Context: an optimization exercise on an open-source flow, tuned for small area, a short achievable clock period and few clock cycles. The choices shown serve that exercise and are no tape-out recipe.
Only simulation tests tie the RTL to the original design; equivalence was not proved.

## epdq_dither
module epdq_dither #(
    parameter MAX_W = 12
) (
    input  wire        clk,
    input  wire        rst,
    input  wire        start,
    input  wire [1:0]  cfg_op,
    input  wire [2:0]  cfg_mode,
    input  wire [5:0]  cfg_width,
    input  wire [7:0]  cfg_thr_grey,
    input  wire [15:0] cfg_thr3,
    input  wire [15:0] cfg_thr4,
    input  wire [23:0] cfg_margin,
    input  wire [23:0] cfg_color_red,
    input  wire [23:0] cfg_color_yel,
    input  wire        in_valid,
    output reg         in_ready,
    input  wire [7:0]  in_r,
    input  wire [7:0]  in_g,
    input  wire [7:0]  in_b,
    output reg         out_valid,
    input  wire        out_ready,
    output reg  [1:0]  out_sym,
    output reg  [7:0]  out_luma,
    output reg  [23:0] out_q
);
Size in the first run: roughly 3,700 cells after synthesis, roughly 560 flip-flops, ~190 I/O pins, about 35,000 sq um of cells after synthesis.
Settings: LEC_CHECK=0, ABC_AREA=1, CAP_MARGIN=40, CORE_MARGIN=2, CORE_UTILIZATION=50, CTS_CLUSTER_DIAMETER=80, CTS_CLUSTER_SIZE=30, PLACE_DENSITY=0.6, SLEW_MARGIN=60; clock period 30.0 ns.
standard.sh (not shown) runs the stock make flow with config.mk's settings and CLKGATE_MAP_FILE= SYNTH_SCRIPT=/design/flow/synth_recipe.tcl, a recipe that flattens the netlist after the stock synthesis.
==> flow/flow/run.sh <==
#!/bin/bash
# The standard layout, with every port buffered by a buf_1 cell instead of
# the default port buffer. The make output goes to standard.log, each tool's
# own log to orfs/logs/.
set -euo pipefail
export BUFFER_PORTS_ARGS="-buffer_cell sky130_fd_sc_hd__buf_1"
bash standard.sh > standard.log 2>&1
Testbench counts at the start, summed over its fixed seeds: cycles 13,078.
Next try:
==> flow/flow/run.sh (replaced) <==
#!/bin/bash
# The standard layout, with every port buffered by a buf_2 cell instead of
# the default port buffer. The make output goes to standard.log, each tool's
# own log to orfs/logs/.
set -euo pipefail
export BUFFER_PORTS_ARGS="-buffer_cell sky130_fd_sc_hd__buf_2"
bash standard.sh > standard.log 2>&1
Settings changed: CORE_UTILIZATION 50 to 62, PLACE_DENSITY 0.6 to 0.72.
After rerunning: Final area stays flat. Setup slack degrades by 87 ps. Synthesized area does not change. Die area is lower by 19%. Utilization went up by 13 points.
Next try:
Settings changed: CORE_UTILIZATION 62 to 50, CTS_CLUSTER_DIAMETER 80 to not set, CTS_CLUSTER_SIZE 30 to not set, PLACE_DENSITY 0.72 to 0.6.
=> Global-route usage falls by 5.8 points; hold slack is about the same; count of clock-buffer cells in the layout rises by 32; final cell count goes up by a few percent.
Next try:
Settings changed: CTS_CLUSTER_DIAMETER set to 80, CTS_CLUSTER_SIZE set to 30.
Outcome:
- The new run finished clean
- synthesized area is unchanged
- wire length went down slightly
- non-clock buffer count is unchanged

========
Setup of v25:
Another version of the RTL of epdq_dither (not shown whole).
Size: roughly 3700 cells after synthesis, about 570 flip-flops, about 190 I/O pins.
// epdq_dither
module epdq_dither #(
    parameter MAX_W = 12
) (
    input  wire        clk,
    input  wire        rst,
    input  wire        start,
    input  wire [1:0]  cfg_op,
    input  wire [2:0]  cfg_mode,
    input  wire [5:0]  cfg_width,
    input  wire [7:0]  cfg_thr_grey,
    input  wire [15:0] cfg_thr3,
    input  wire [15:0] cfg_thr4,
    input  wire [23:0] cfg_margin,
    input  wire [23:0] cfg_color_red,
    input  wire [23:0] cfg_color_yel,
    input  wire        in_valid,
    output reg         in_ready,
    input  wire [7:0]  in_r,
    input  wire [7:0]  in_g,
    input  wire [7:0]  in_b,
    output reg         out_valid,
    input  wire        out_ready,
    output reg  [1:0]  out_sym,
    output reg  [7:0]  out_luma,
    output reg  [23:0] out_q
);
    localparam OP_DGREY  = 2'd1;
    localparam OP_DCOLOR = 2'd2;
    localparam M_BINARY = 3'd0;
    localparam M_BWR    = 3'd1;
    localparam M_BWY    = 3'd2;
    localparam M_BWYR   = 3'd3;
    localparam M_GRAY4  = 3'd4;
    localparam NE = MAX_W - 3;       
    reg [1:0]  op_q;
    reg [2:0]  mode_q;
    reg [3:0]  w_q;
    reg [7:0]  tg_q, l_q, c_q, my_q, mrb_q, mrg_q;
    reg [23:0] col2_q, red_q;
    always @(posedge clk) begin
        op_q   <= cfg_op;
        mode_q <= cfg_mode;
        w_q    <= cfg_width[3:0];
        tg_q   <= cfg_thr_grey;
        l_q    <= (cfg_mode == M_BWYR) ? cfg_thr4[7:0]  : cfg_thr3[7:0];
        c_q    <= (cfg_mode == M_BWYR) ? cfg_thr4[15:8] : cfg_thr3[15:8];
        my_q   <= cfg_margin[7:0];
        mrb_q  <= cfg_margin[15:8];
        mrg_q  <= cfg_margin[23:16];
        col2_q <= (cfg_mode == M_BWR) ? cfg_color_red : cfg_color_yel;
        red_q  <= cfg_color_red;
    end
    wire dgrey = (op_q == OP_DGREY);
    wire dith  = (op_q == OP_DGREY) || (op_q == OP_DCOLOR);
    wire w1    = (w_q == 4'd1);
    wire smw   = (w_q[3:2] == 2'b00);    
    function [23:0] symcol;
        input [1:0]  s;
        input [23:0] c2, c3;
        begin
            case (s)
                2'd0: symcol = 24'h000000;
                2'd1: symcol = 24'hFFFFFF;
                2'd2: symcol = c2;
                default: symcol = c3;
            endcase
        end
    endfunction
    function neg3;
        input [10:0] x, y, z;
        input ci;
  ...
==> flow/config.mk <==
export PLATFORM = sky130hd
export DESIGN_NAME = epdq_dither
export DESIGN_NICKNAME = epdq_dither
export VERILOG_FILES = /design/flow/design.v
export SDC_FILE = /design/flow/constraint.sdc
export NUM_CORES = 4
export LEC_CHECK = 0
export ABC_AREA = 1
export CAP_MARGIN = 50
export CORE_MARGIN = 2
export CORE_UTILIZATION = 50
export CTS_CLUSTER_DIAMETER = 80
export CTS_CLUSTER_SIZE = 30
export PLACE_DENSITY = 0.6
export SLEW_MARGIN = 70
==> flow/constraint.sdc <==
create_clock -name core_clock -period 30.0 [get_ports {clk}]
set_input_delay 6.0000 -clock core_clock [delete_from_list [all_inputs] [get_ports {clk}]]
set_output_delay 6.0000 -clock core_clock [all_outputs]
set_load 0.01 [all_outputs]
==> flow/flow/run.sh <==
#!/bin/bash
# The standard layout, with every port buffered by a buf_1 cell instead of
# the default port buffer. The make output goes to standard.log, each tool's
# own log to orfs/logs/.
set -euo pipefail
export BUFFER_PORTS_ARGS="-buffer_cell sky130_fd_sc_hd__buf_1"
bash standard.sh > standard.log 2>&1
Testbench counts of v25, summed over its fixed seeds: cycles 13,142.
Modified inputs, v33 compared to v25
Settings: CORE_UTILIZATION: 50 -> 65; PLACE_DENSITY: 0.6 -> 0.75.
### Flow results
- Reported for v25 and v33, complex-gate fraction of the synthesized area turned out identical to the last digit.
- v33 vs. v25: final worst setup slack decreased by 0.0078 ns relative to the old numbers; clock-buffer cell count increased by 2 relative to the old numbers.
- The arrival time at the worst endpoint of v33 and that of v25 are within noise of each other.
- Number of buffers created by CTS came out exactly the same in v25 and v33.
- Route | v33 vs v25 | wire longer in v33
The inputs of v52 differ from those of v33 as listed below.
Settings: PLACE_DENSITY changed from 0.75 to 0.6; SLEW_MARGIN changed from 70 to 60; CORE_UTILIZATION changed from 65 to 50; CAP_MARGIN changed from 50 to 40.
Results
v52 | stages: all done | timing, DRC, antenna: all pass. [compare] base=v33 new=v52: sequential cell count held steady; number of placed instances with taps included rose 219; fraction of met1 tracks used by global routing shrank by 12 points. v52: floorplan row count 12 above v33. Side by side, utilization after layout turned out lower in v52 than in v33. Design area ends up lower on v52. ~same final period utilization in v52 and v33. Diff v52 and v33: fraction of area in multi-input gates higher in v33. The higher sequential share of layout area came out of v52. Taking v33 as the reference point, the synthesis-to-finish area growth of v52 falls by 1.1 points.
The following lists how v50 was set up differently from v52:
Settings: SLEW_MARGIN now 80, was 60; CAP_MARGIN now 60, was 40.
Findings:
v50: overall fraction of global-route tracks in use 0.56 points above v52. v50 vs. v52: total met3 wirelength after detailed routing went up by 28 um. v52 was smaller in final cell area than v50.
The following lists how v42 was set up differently from v50:
Settings: swapping 80 for 65 in SLEW_MARGIN; swapping 60 for 45 in CAP_MARGIN.
Findings:
Every stage of the flow completed for v42, and the final layout passed the timing, DRC and antenna checks.
[compare] base=v50 new=v42: final non-filler cell area decreased about 6%, highest achievable clock rate essentially unchanged, worst slew slack as a fraction of its limit decreased 17 points.
Input changes introduced in v19 (baseline for comparison: v42):
Settings: swapping 65 for 75 in SLEW_MARGIN; swapping 45 for 50 in CAP_MARGIN.
### Flow results
The run with more routed wire is v19, not v42. Summary — post-layout worst setup margin, v19 relative to v42: higher, by 0.0054 ns. On worst slew margin relative to its limit, the higher figure sits with v19, not v42.

========
Another version of the RTL of epdq_dither (not shown whole).
Size in the first run: ~3800 cells after synthesis, ~590 flip-flops, about 190 I/O pins.
export LEC_CHECK = 0
export ABC_AREA = 1
export CAP_MARGIN = 40
export CORE_MARGIN = 2
export CORE_UTILIZATION = 50
export PLACE_DENSITY = 0.6
export SLEW_MARGIN = 60
create_clock -name core_clock -period 30.0 [get_ports {clk}]
==> flow/flow/run.sh <==
#!/bin/bash
# The standard layout, with every port buffered by a buf_2 cell instead of
# the default port buffer. The make output goes to standard.log, each tool's
# own log to orfs/logs/.
set -euo pipefail
export BUFFER_PORTS_ARGS="-buffer_cell sky130_fd_sc_hd__buf_2"
bash standard.sh > standard.log 2>&1
Testbench counts at the start, summed over its fixed seeds: cycles 13,078.
Next try:
==> flow/run.sh (new file) <==
#!/bin/bash
# synth_recipe.tcl (not shown) runs the flow's synth.tcl, then flattens the netlist and writes it again
# the make line also repeats each setting of config.mk as NAME=value (left out here)
make -C /OpenROAD-flow-scripts/flow DESIGN_CONFIG=/design/flow/config.mk WORK_HOME=/design/flow/orfs CLKGATE_MAP_FILE= SYNTH_SCRIPT=/design/flow/synth_recipe.tcl finish
CAP_MARGIN = 50   (was 40)
SLEW_MARGIN = 80   (was 60)
removed: flow/flow/run.sh
removed: flow/standard.sh
Design area is higher by a little under a tenth.
Count of clock-buffer cells in the layout decreases by 7.
Wire length increases by a few percent.
Synthesized cell count stays the same.
First-iteration DRC count is higher by a few percent.
Clock skew is lower by 0.0051 ns.
Sequential share of layout area shrinks by 2.8 points.
Next try:
CAP_MARGIN = 20   (was 50)
SLEW_MARGIN = 20   (was 80)
After rerunning:
- cell area shrinks by 5.6%
- clock-buffer cell count grows by 6
- area after synthesis stays the same
- non-clock buffer count shrinks by 70
- worst setup slack degrades by 0.35 ns
- sequential cell count is unchanged
Next try:
CAP_MARGIN = 40   (was 20)
SLEW_MARGIN = 60   (was 20)
Outcome:
- The new run completed with no timing, DRC or antenna violations
- critical path depth went down by 40
- cell area went up by about 0.6%
- non-clock buffer count went down by 1
Next try:
CAP_MARGIN = 20   (was 40)
CTS_BUF_LIST = sky130_fd_sc_hd__clkbuf_8   (was not set)
CTS_CLUSTER_SIZE = 20   (was not set)
SLEW_MARGIN = 20   (was 60)
Result:
- The new run went through all stages and came out clean
- global-route usage barely changes
- cell area shrinks by 0.66%
- wire length grows by about 0.34%
- worst setup slack gets worse by 0.38 ns
- hold slack barely changes
- non-clock buffer count increases by 1
- count of clock-buffer cells in the layout is higher by 22
- synthesized area stays the same
Next try:
==> flow/flow/run.sh (new file) <==
#!/bin/bash
# The standard layout, with every port buffered by a buf_2 cell instead of
# the default port buffer. The make output goes to standard.log, each tool's
# own log to orfs/logs/.
set -euo pipefail
export BUFFER_PORTS_ARGS="-buffer_cell sky130_fd_sc_hd__buf_2"
bash standard.sh > standard.log 2>&1
==> flow/standard.sh (new file) <==
#!/bin/bash
# synth_recipe.tcl (not shown) runs the flow's synth.tcl, then flattens the netlist and writes it again
# the make line also repeats each setting of config.mk as NAME=value (left out here)
make -C /OpenROAD-flow-scripts/flow DESIGN_CONFIG=/design/flow/config.mk WORK_HOME=/design/flow/orfs CLKGATE_MAP_FILE= SYNTH_SCRIPT=/design/flow/synth_recipe.tcl "${@:-finish}"
CTS_BUF_LIST = not set   (was sky130_fd_sc_hd__clkbuf_8)
CTS_CLUSTER_SIZE = not set   (was 20)
removed: flow/run.sh
After rerunning:
- sequential share of layout area increases by 0.83 points
- synthesized cell count stays the same
- setup slack degrades by 0.028 ns
- flip-flop and latch count stays the same
- non-clock buffer count fell by 1
- fmax falls slightly
- utilization shrinks by 1.2 points
- area after synthesis stays the same
- hold slack improves by 0.0096 ns
- first-iteration DRC count rose by a few percent

========
epdq_dither with an RTL version that a note above also has.
For scale: about 3700 cells after synthesis, roughly 570 flip-flops.
==> flow/config.mk <==
export PLATFORM = sky130hd
export DESIGN_NAME = epdq_dither
export DESIGN_NICKNAME = epdq_dither
export VERILOG_FILES = /design/flow/design.v
export SDC_FILE = /design/flow/constraint.sdc
export NUM_CORES = 4
export LEC_CHECK = 0
export ABC_AREA = 1
export CAP_MARGIN = 25
export CORE_MARGIN = 2
export CORE_UTILIZATION = 50
export CTS_CLUSTER_DIAMETER = 80
export CTS_CLUSTER_SIZE = 30
export PLACE_DENSITY = 0.6
export SLEW_MARGIN = 70
==> flow/constraint.sdc <==
create_clock -name core_clock -period 30.0 [get_ports {clk}]
set_input_delay 6.0000 -clock core_clock [delete_from_list [all_inputs] [get_ports {clk}]]
set_output_delay 6.0000 -clock core_clock [all_outputs]
set_load 0.01 [all_outputs]
==> flow/flow/run.sh <==
#!/bin/bash
# The standard layout, with every port buffered by a buf_1 cell instead of
# the default port buffer. The make output goes to standard.log, each tool's
# own log to orfs/logs/.
set -euo pipefail
export BUFFER_PORTS_ARGS="-buffer_cell sky130_fd_sc_hd__buf_1"
bash standard.sh > standard.log 2>&1
Testbench counts at the start, summed over its fixed seeds: cycles 13,142.
Change:
==> flow/flow/run.sh (replaced) <==
#!/bin/bash
# The standard layout, with every port buffered by a buf_2 cell instead of
# the default port buffer. The make output goes to standard.log, each tool's
# own log to orfs/logs/.
set -euo pipefail
export BUFFER_PORTS_ARGS="-buffer_cell sky130_fd_sc_hd__buf_2"
bash standard.sh > standard.log 2>&1
CAP_MARGIN = 40   (was 25)
SLEW_MARGIN = 60   (was 70)
Result: Cell count hardly moves; critical path depth came out higher by 34; synthesized cell count is unchanged; worst setup slack loses 270 ps; register-to-register slack loses 490 ps; global-route usage barely changes; routed wire length came out lower slightly.

-- afterwards: timing with drivers on the ports --
No port has a modelled driver above. Below, the same layouts with a new extraction and two added sets of constraints. Step 1 assumes that a clkbuf_16 drives the clock port and a buf_2 every other input. Step 2 moves the port delays by t, midway between the first and last clock arrival at a register: inputs arrive t later, outputs are due t later. That takes back most of the time a late clock gives input paths. Three values: no drivers, after step 1, after step 2; two values: the first two.
run	t (ns)	setup WS [ns]	slew at the worst register clock pin (ns)
the first run of note 1	0.662	22.306 / 22.306 / 22.306	0.11 / 0.11
the second run of note 1	0.698	22.219 / 22.219 / 22.219	0.11 / 0.11
the third run of note 1	0.724	22.405 / 22.405 / 22.405	0.07 / 0.07
the fourth run of note 1	0.662	22.412 / 22.412 / 22.412	0.11 / 0.11
v25	0.649	22.859 / 22.794 / 22.368	0.12 / 0.12
v33	0.649	22.851 / 22.790 / 22.355	0.11 / 0.11
v52	0.640	22.816 / 22.791 / 22.372	0.11 / 0.11
v50	0.653	22.866 / 22.800 / 22.664	0.11 / 0.11
v42	0.639	22.863 / 22.798 / 22.356	0.12 / 0.12
v19	0.647	22.868 / 22.803 / 22.669	0.11 / 0.11
the first run of note 3	0.679	22.466 / 22.466 / 22.466	0.06 / 0.06
the second run of note 3	0.673	22.343 / 22.276 / 22.487	0.07 / 0.07
the third run of note 3	0.696	21.995 / 21.995 / 21.995	0.06 / 0.06
the fourth run of note 3	0.667	22.335 / 22.277 / 22.443	0.07 / 0.07
the fifth run of note 3	0.784	21.958 / 21.958 / 21.958	0.07 / 0.07
the sixth run of note 3	0.676	21.930 / 21.930 / 21.930	0.07 / 0.07
the first run of note 4	0.649	22.859 / 22.794 / 22.368	0.12 / 0.12
the second run of note 4	0.704	22.585 / 22.585 / 22.350	0.11 / 0.11
After both steps every run listed still meets setup and hold. The setup slack of v42, which loses most, moves by -0.065 ns with the drivers and by -0.507 ns with both steps.
